Background: an optimization exercise with open tools, aiming at a short achievable clock period. Do not read the settings as production practice. Where RTL was checked, it was by simulation tests only, not by an equivalence proof against the original. The clock input has no modelled driver; a real chip could not lean on it and would need a root buffer or a full tree. Power figures rest on the tool's default switching activity, not on a simulated workload.

// ccsds_rx
module ccsds_rx (
    input  wire        clk,
    input  wire        rst,             
    input  wire        in_valid,
    input  wire [7:0]  in_byte,
    input  wire        in_kind,         
    input  wire [8:0]  in_blen,         
    output reg         out_valid,
    output reg  [7:0]  out_byte,
    output reg         out_vc,          
    output reg         done,
    output reg  [1:0]  status,          
    output reg         frame_kind,
    output reg  [8:0]  frame_len,
    output reg  [7:0]  data_len,
    output reg  [15:0] ecf,
    output wire        bp_type,
    output wire [6:0]  bp_apid,
    output wire        bp_ecf_flag,
    output wire [3:0]  tf_tfvn,
    output wire [15:0] tf_scid,
    output wire        tf_sdid,
    output wire [5:0]  tf_vcid,
    output wire [3:0]  tf_mapid,
    output wire        tf_end_flag,
    output wire        tf_bypass,
    output wire        tf_command,
    output wire        tf_ocf,
    output wire [2:0]  tf_vc_length,
    output wire [2:0]  tf_constr_rule,
    output wire [4:0]  tf_protocol_id
);
For scale: roughly 1300 cells after synthesis, roughly 600 flip-flops.
==> flow/config.mk <==
export PLATFORM = sky130hd
export DESIGN_NAME = ccsds_rx
export DESIGN_NICKNAME = ccsds_rx
export VERILOG_FILES = /design/flow/design.v
export SDC_FILE = /design/flow/constraint.sdc
export NUM_CORES = 4
export LEC_CHECK = 0
export ABC_CLOCK_PERIOD_IN_PS = 1300
export CAP_MARGIN = 20
export CORE_MARGIN = 2
export CORE_UTILIZATION = 65
export SETUP_SLACK_MARGIN = 2.8
export SLEW_MARGIN = 20
export TNS_END_PERCENT = 100
==> flow/constraint.sdc <==
create_clock -name core_clock -period 4.0 [get_ports {clk}]
set_input_delay 0.8000 -clock core_clock [delete_from_list [all_inputs] [get_ports {clk}]]
set_output_delay 0.8000 -clock core_clock [all_outputs]
set_load 0.01 [all_outputs]
standard.sh (not shown) runs the stock make flow with config.mk's settings and CLKGATE_MAP_FILE= SYNTH_SCRIPT=/design/flow/synth_recipe.tcl, a recipe that flattens the netlist after the stock synthesis.
==> flow/flow/run.sh <==
#!/bin/bash
# The standard layout (standard.sh), with one change: the clock tree is built
# by flow/clocktree.tcl (run as ORFS's pre-CTS hook) in place of
# clock_tree_synthesis: the clock port drives 4 root inverters, each drives
# 8 leaf inverters, each a compact group of flip-flops, so every flip-flop
# sees the clock through two inversions. All of make's output goes to
# flow_make.log; each ORFS step keeps its own log under orfs/logs.
set -euo pipefail
export PRE_CTS_TCL="$PWD/flow/clocktree.tcl"
export CT_ROOTS=4 CT_LEAVES=32
export CT_ROOT_CELL=sky130_fd_sc_hd__clkinv_16 CT_LEAF_CELL=sky130_fd_sc_hd__clkinv_8
bash standard.sh finish > flow_make.log 2>&1
Other scripts of this flow, unchanged in this note and not shown: flow/flow/clocktree.tcl
Next try:
CORE_UTILIZATION = 60   (was 65)
Wire length goes down by 8.5%.
Total power falls by 0.43%.
Design area went down by 1.1%.
Maximum frequency is about the same.
Core utilization came out lower by 6.6 points.
Worst hold slack is about the same.
Cell count went up by 1.9%.
Worst setup slack hardly moves.
Global-route usage goes down by 2.4 points.
Register-to-register slack improves by 0.02 ns.
Next try:
ABC_CLOCK_PERIOD_IN_PS = 1100   (was 1300)
SETUP_SLACK_MARGIN = 3.0   (was 2.8)
Die area does not change.
Clock power went up by about 2%.
First-iteration DRC count climbs by about 20%.
Setup slack gets worse by 0.049 ns.
Critical path depth rises by 2.
Power goes up by about 2.2%.
Via count climbs by about 10%.
Synthesized cell count does not change.
Core utilization rose by 9.7 points.
Sequential share of layout area drops by 6.7 points.
No functional check of the RTL was part of any run of this note. No run of this note takes its clock network from TritonCTS; it comes from the design's own scripts or RTL.

---

amber:
ccsds_rx, a different RTL version from the one above (not shown whole).
Size: roughly 1200 cells after synthesis, ~570 flip-flops, about 120 I/O pins.
// ccsds_rx
module ccsds_rx (
    input  wire        clk,
    input  wire        rst,             
    input  wire        in_valid,
    input  wire [7:0]  in_byte,
    input  wire        in_kind,         
    input  wire [8:0]  in_blen,         
    output reg         out_valid,
    output reg  [7:0]  out_byte,
    output reg         out_vc,          
    output reg         done,
    output reg  [1:0]  status,          
    output reg         frame_kind,
    output reg  [8:0]  frame_len,
    output reg  [7:0]  data_len,
    output reg  [15:0] ecf,
    output wire        bp_type,
    output wire [6:0]  bp_apid,
    output wire        bp_ecf_flag,
    output wire [3:0]  tf_tfvn,
    output wire [15:0] tf_scid,
    output wire        tf_sdid,
    output wire [5:0]  tf_vcid,
    output wire [3:0]  tf_mapid,
    output wire        tf_end_flag,
    output wire        tf_bypass,
    output wire        tf_command,
    output wire        tf_ocf,
    output wire [2:0]  tf_vc_length,
    output wire [2:0]  tf_constr_rule,
    output wire [4:0]  tf_protocol_id
);
export LEC_CHECK = 0
export ABC_CLOCK_PERIOD_IN_PS = 1100
export CAP_MARGIN = 20
export CORE_MARGIN = 2
export CORE_UTILIZATION = 60
export PLACE_DENSITY = 0.75
export SETUP_SLACK_MARGIN = 3.0
export SLEW_MARGIN = 20
export TNS_END_PERCENT = 100
create_clock -name core_clock -period 4.0 [get_ports {clk}]
Scripts as last shown in full above: flow/flow/run.sh
Other scripts of this flow, unchanged in this note and not shown: flow/flow/clocktree.tcl
#### Input delta (zinc over amber)
Settings: removing PLACE_DENSITY (formerly 0.75).
==> comparison <==
- From amber to zinc, overall die area did not move at all.
- Relative to amber, the final non-filler cell area measured on zinc has decreased slightly.
- Re synthesized-area fraction occupied by xor and xnor cells: no difference whatsoever between amber and zinc.
- Per the comparison of zinc with amber, setup slack saw an increase, wire length saw a decrease.
No run of this note takes its clock network from TritonCTS; it comes from the design's own scripts or RTL.

## re-timing with driven ports
The flow's constraints put no driver on any port. The routed layouts listed below were extracted and timed again, unchanged, in two steps. Step 1 (the two cells are an assumption about what drives the block):
set clk [get_ports {clk}]
set_driving_cell -lib_cell sky130_fd_sc_hd__clkbuf_16 $clk
set_driving_cell -lib_cell sky130_fd_sc_hd__buf_2 [delete_from_list [all_inputs] $clk]
Step 2 also shifts input and output timing later by t, the mid clock arrival at the registers, as if the neighbouring blocks saw the same clock. Slacks: ideal / step 1 / step 2; pairs: ideal / step 1.
run | t, ns | slack for setup (ns) | worst data-port slew with drivers (ns)
the first run of note 1 | 0.459 | 2.480 / 2.252 / 2.380 | 0.08
the second run of note 1 | 0.457 | 2.483 / 2.251 / 2.393 | 0.08
the third run of note 1 | 0.468 | 2.434 / 2.253 / 2.244 | 0.19
amber | 0.464 | 2.418 / 2.262 / 2.356 | 0.14
zinc | 0.460 | 2.504 / 2.265 / 2.359 | 0.07
After both steps every run listed still meets setup and hold. The setup slack of the third run of note 1, which loses most, moves by -0.181 ns with the drivers and by -0.190 ns with both steps.
